Background: an optimization exercise with open tools, aiming at small area, a short achievable clock period and few clock cycles. Do not read the settings as production practice. In this exercise RTL edits were held to simulation tests only and were not proved equivalent to the original. No activity file was given, so power comes from the tool's default toggle rates.

==> job 6800 <==
## coin_wallet
module coin_wallet(clk, rst, in_valid, in_ready, in_data, out_valid, out_ready, out_data, out_last, coin_edge, ms_tick, restore_valid, restore_bal, restore_cnt, bal, cnt, zind, save_req);
Settings: LEC_CHECK=0, ABC_AREA=1, CAP_MARGIN=0, CORE_MARGIN=2, CORE_UTILIZATION=40, CTS_CLUSTER_DIAMETER=100, CTS_CLUSTER_SIZE=25, SETUP_SLACK_MARGIN=4.1, SLEW_MARGIN=0; clock period 8.0 ns.
run.sh (not shown) runs the stock make flow with config.mk's settings and CLKGATE_MAP_FILE= SYNTH_SCRIPT=/design/flow/synth_recipe.tcl, a recipe that flattens the netlist after the stock synthesis.
==> job 2977: changes against job 6800 <==
- CTS_CLUSTER_SIZE: 25 -> 30
- SETUP_SLACK_MARGIN: 4.1 -> 4.0
==> job 1875: changes against job 6800 <==
- CTS_BUF_LIST: default -> sky130_fd_sc_hd__clkbuf_8
- CTS_CLUSTER_DIAMETER: 100 -> default
- CTS_CLUSTER_SIZE: 25 -> default
- SETUP_SLACK_MARGIN: 4.1 -> 4.0
==> summary of the runs <==
Job 6800 finished clean. Job 1875 passed the timing, design-rule and antenna checks. Job 2977 went through all stages and came out clean.
Routed wire length, highest first: job 1875, job 6800, job 2977.
Between job 6800 and job 2977, the lower first-iteration DRC count is in job 2977 (gap about 1.6%, measured against job 2977).
In job 2977 the non-clock buffer count is lower than in job 6800, by 5.
Between job 6800 and job 2977, the lower via count is in job 2977 (gap 0.57%, measured against job 2977).
Of job 2977 and job 1875, job 1875 has the higher clock skew (gap 0.014 ns).
Against job 6800, the utilization of job 2977 is lower by 0.34 points.
==> figures <==
|  | job 2977 | job 1875 | job 6800 |
|---|---|---|---|
| Outcome | no timing/DRC/antenna violations | no timing/DRC/antenna violations | no timing/DRC/antenna violations |
| GRT met1 Usage | 0.361 | 0.360 | 0.360 |
| Met3 global-route usage | 0.0279 | 0.0421 | 0.0298 |
| Relative contribution of combinational cells to total power | 0.227 | 0.198 | 0.227 |
| Clock input transition at the sequential cells of the worst setup and hold paths | 0.12 ns | 0.06 ns | 0.10 ns |
| Power in the clock group | 0.00117 W | 0.00181 W | 0.00119 W |
| RD Place Congestion | 0.960 | 0.960 | 0.981 |
| Levels on crit path | 4 | 4 | 22 |
| Crit Path Category | reg2out | reg2out | reg2reg |
| Count of nets after finishing | 3,385 | 3,442 | 3,391 |
| Fmax | 254 MHz | 251 MHz | 258 MHz |
| Post-route core utilization | 0.463 | 0.478 | 0.467 |
| Max FO, Critical Path | 6 | 6 | 4 |
Testbench counts of job 6800, summed over its fixed seeds: cycles 155,004.
Testbench counts of job 2977, summed over its fixed seeds: cycles 155,004.
Testbench counts of job 1875, summed over its fixed seeds: cycles 155,004.

==> inputs of maple <==
Another version of the RTL of coin_wallet (not shown whole).
clock: 8.0 ns
lec_check: 0
abc_area: 1
cap_margin: 20
core_margin: 2
core_utilization: 40
setup_slack_margin: 4.0
slew_margin: 20
==> inputs of tundra, as changes to maple <==
SETUP_SLACK_MARGIN = 4.2   (was 4.0)
==> results_dict.tcl <==
set metrics [dict create \
    status "finished clean" \
    drive_above_1_share_pct 11.5 \
    r2r-end "dcnt[2]$_SDFFCE_PP0P_" \
    viasPerCell 5.79 \
    worst_pin_slew_ns 1.02 \
    cp_slowest_cell "edfxtp_1" \
    finalNetCount 3514 \
    wl_met3_um 5310 \
]
(the above is from tundra)
==> results_dict.tcl <==
set metrics [dict create \
    r2r-end "tp[0]$_SDFFE_PP0P_" \
    finalNetCount 3446 \
    worst_pin_slew_ns 1.05 \
    cp_slowest_cell "a211oi_1" \
    viasPerCell 5.78 \
    status "finished clean" \
    wl_met3_um 5750 \
]
(the above is from maple)
Testbench counts of maple, summed over its fixed seeds: cycles 155,004.
Testbench counts of tundra, summed over its fixed seeds: cycles 155,004.

==> build 16: inputs <==
coin_wallet with an RTL version that a note above also has.
clock: 8.0 ns
lec_check: 0
abc_area: 1
cap_margin: 0
core_margin: 2
core_utilization: 40
cts_cluster_diameter: 100
cts_cluster_size: 20
setup_slack_margin: 4.0
slew_margin: 0
==> inputs of build 55, as changes to build 16 <==
--- a/flow/config.mk
+++ b/flow/config.mk
@@ -10,5 +10,5 @@
 export CORE_MARGIN = 2
-export CORE_UTILIZATION = 40
+export CORE_UTILIZATION = 50
 export CTS_CLUSTER_DIAMETER = 100
-export CTS_CLUSTER_SIZE = 20
+export CTS_CLUSTER_SIZE = 25
 export SETUP_SLACK_MARGIN = 4.0
==> impl_metrics.tcl <==
set metrics [dict create \
    outcome "no timing/DRC/antenna violations" \
    r2r-start "d_b[11]" \
    dp_slack_ps 3172 \
    p_leak_uw 0.01090 \
    wl_met1_um 35780 \
    stdcell_count 3980 \
]
[end of results for build 16]
==> impl_metrics.tcl <==
set metrics [dict create \
    dp_slack_ps 2880 \
    n_all_buffers 215 \
    finClkSkew_ps 29.42 \
    p_leak_uw 0.01079 \
    outcome "no timing/DRC/antenna violations" \
    power_frac_clock_pct 26.7 \
    endpoint_kind "register" \
    r2r-start "m_st1" \
    use_met2_pct 49.79 \
]
[end of results for build 55]
Testbench counts of build 16, summed over its fixed seeds: cycles 155,004.
Testbench counts of build 55, summed over its fixed seeds: cycles 155,004.

==> v8 <==
coin_wallet with an RTL version that a note above also has.
clock: 8.0 ns
lec_check: 0
abc_area: 1
cap_margin: 20
core_margin: 2
core_utilization: 40
setup_slack_margin: 4.0
slew_margin: 20
tns_end_percent: 5
==> v5: changes against v8 <==
Settings changed: CAP_MARGIN 20 to 0, SETUP_SLACK_MARGIN 4.0 to 4.1, SLEW_MARGIN 20 to 0, TNS_END_PERCENT 5 to default.
==> qor summary <==
| item | v8 | v5 |
|---|---|---|
| Result of the run | finished clean | finished clean |
| Maximum fanout along the worst path | 11 | 15 |
| Reg-to-reg critical path startpoint | dsrc[1] | tp[0] |
| Number of cells traversed by the worst register-to-register path | 12 | 13 |
| Area taken by multi-input logic gates | 0.0124 sq mm | 0.0126 sq mm |
| Slew at the pin closest to its max-slew limit | 1040 ps | 1050 ps |
| Crit path time final | 4100 ps | 3840 ps |
| Area of all placed cells without fillers | 0.0281 sq mm | 0.0285 sq mm |
| Switching Power | 0.00159 W | 0.00156 W |
| Number of non-clock buffers | 190 | 224 |
| Met1 Use GR | 33.5% | 33.3% |
| Pwr per Cell Area | 191 mW/mm^2 | 185 mW/mm^2 |
| Startpoint of the worst hold path | x_changed | x_nc[2] |
| Maximum clock skew at final layout | 34.3 ps | 19.1 ps |
| Depth of the critical timing path with buffers and inverters included | 12 | 13 |
| Worst setup path end | rq_reg[3] | tp[0] |
| Post-Place Cell Area | 0.0261 sq mm | 0.0261 sq mm |
| Clock latency at the later pin of the worst-skew pair | 600 ps | 580 ps |
| Combinational gate power | 0.000975 W | 0.000997 W |
| Launching element of the worst setup path | dsrc[1] | tp[0] |
| Detail-routed via count per cell | 5.79 | 5.74 |
Testbench counts of v8, summed over its fixed seeds: cycles 155,004.
Testbench counts of v5, summed over its fixed seeds: cycles 155,004.

==> trial 83: inputs <==
coin_wallet with an RTL version that a note above also has.
Settings: LEC_CHECK=0, ABC_AREA=1, CAP_MARGIN=0, CORE_MARGIN=2, CORE_UTILIZATION=40, SETUP_SLACK_MARGIN=4.0, SLEW_MARGIN=0; clock period 8.0 ns.
==> trial 10 (differences from trial 83) <==
Settings changed: CTS_CLUSTER_DIAMETER set to 100, CTS_CLUSTER_SIZE set to 25.
==> comparison table <==
| quantity | trial 10 | trial 83 |
|---|---|---|
| Result of the run | finished clean | finished clean |
| Wire length of the first global-routing pass | 125000 um | 126000 um |
| Number of nets in the final layout | 3382 | 3410 |
| Number of buffers created by CTS | 19 | 42 |
| Worst EP arrival | 2330 ps | 2360 ps |
| Leak pwr | 10.9 nW | 11.2 nW |
| GR met3 Demand/Resource | 2.70% | 3.33% |
| Worst slew margin | 28.4% | 25.1% |
| Sum of met3 wire segment lengths after detailed routing | 5620 um | 5610 um |
| Detailed Route WL | 80800 um | 81900 um |
| Part of the cycle the worst path needs | 49.2% | 49.5% |
| Transition time of the tightest slew-check pin | 1070 ps | 1120 ps |
| Buffer count from post-CTS setup fixing | 11 | 14 |
Testbench counts of trial 83, summed over its fixed seeds: cycles 155,004.
Testbench counts of trial 10, summed over its fixed seeds: cycles 155,004.

==> what the ideal ports hide <==
The results above use ideal ports. As a check the final layouts listed here were re-extracted and re-timed, cells and wires unchanged.
Step 1: set_driving_cell puts a clkbuf_16 on clk and a buf_2 on each other input, an assumption about the parent block.
Step 2 moves the port delays by t, midway between the first and last clock arrival at a register: inputs arrive t later, outputs are due t later. That takes back most of the time a late clock gives input paths.
Slacks: ideal / step 1 / step 2; pairs: ideal / step 1.
run	t (ns)	slack for setup (ns)	worst register clock-pin slew, ns
job 6800	0.621	4.129 / 4.127 / 3.743	0.12 / 0.12
job 2977	0.615	4.071 / 4.007 / 3.601	0.12 / 0.12
job 1875	0.688	4.020 / 3.961 / 3.575	0.07 / 0.07
maple	0.646	4.113 / 4.113 / 3.619	0.06 / 0.06
tundra	0.641	4.136 / 4.136 / 3.771	0.07 / 0.07
build 16	0.611	4.031 / 3.969 / 3.623	0.10 / 0.10
build 55	0.613	4.067 / 4.028 / 3.594	0.12 / 0.12
v8	0.645	3.898 / 3.898 / 3.466	0.06 / 0.06
v5	0.629	4.160 / 4.160 / 3.689	0.06 / 0.06
trial 83	0.617	4.038 / 3.979 / 3.608	0.06 / 0.06
trial 10	0.611	4.067 / 4.004 / 3.605	0.11 / 0.11
After both steps setup and hold are still met in every run listed. For maple, which loses most, drivers alone change the setup slack by 0.000 ns; drivers and shift together by -0.494 ns.
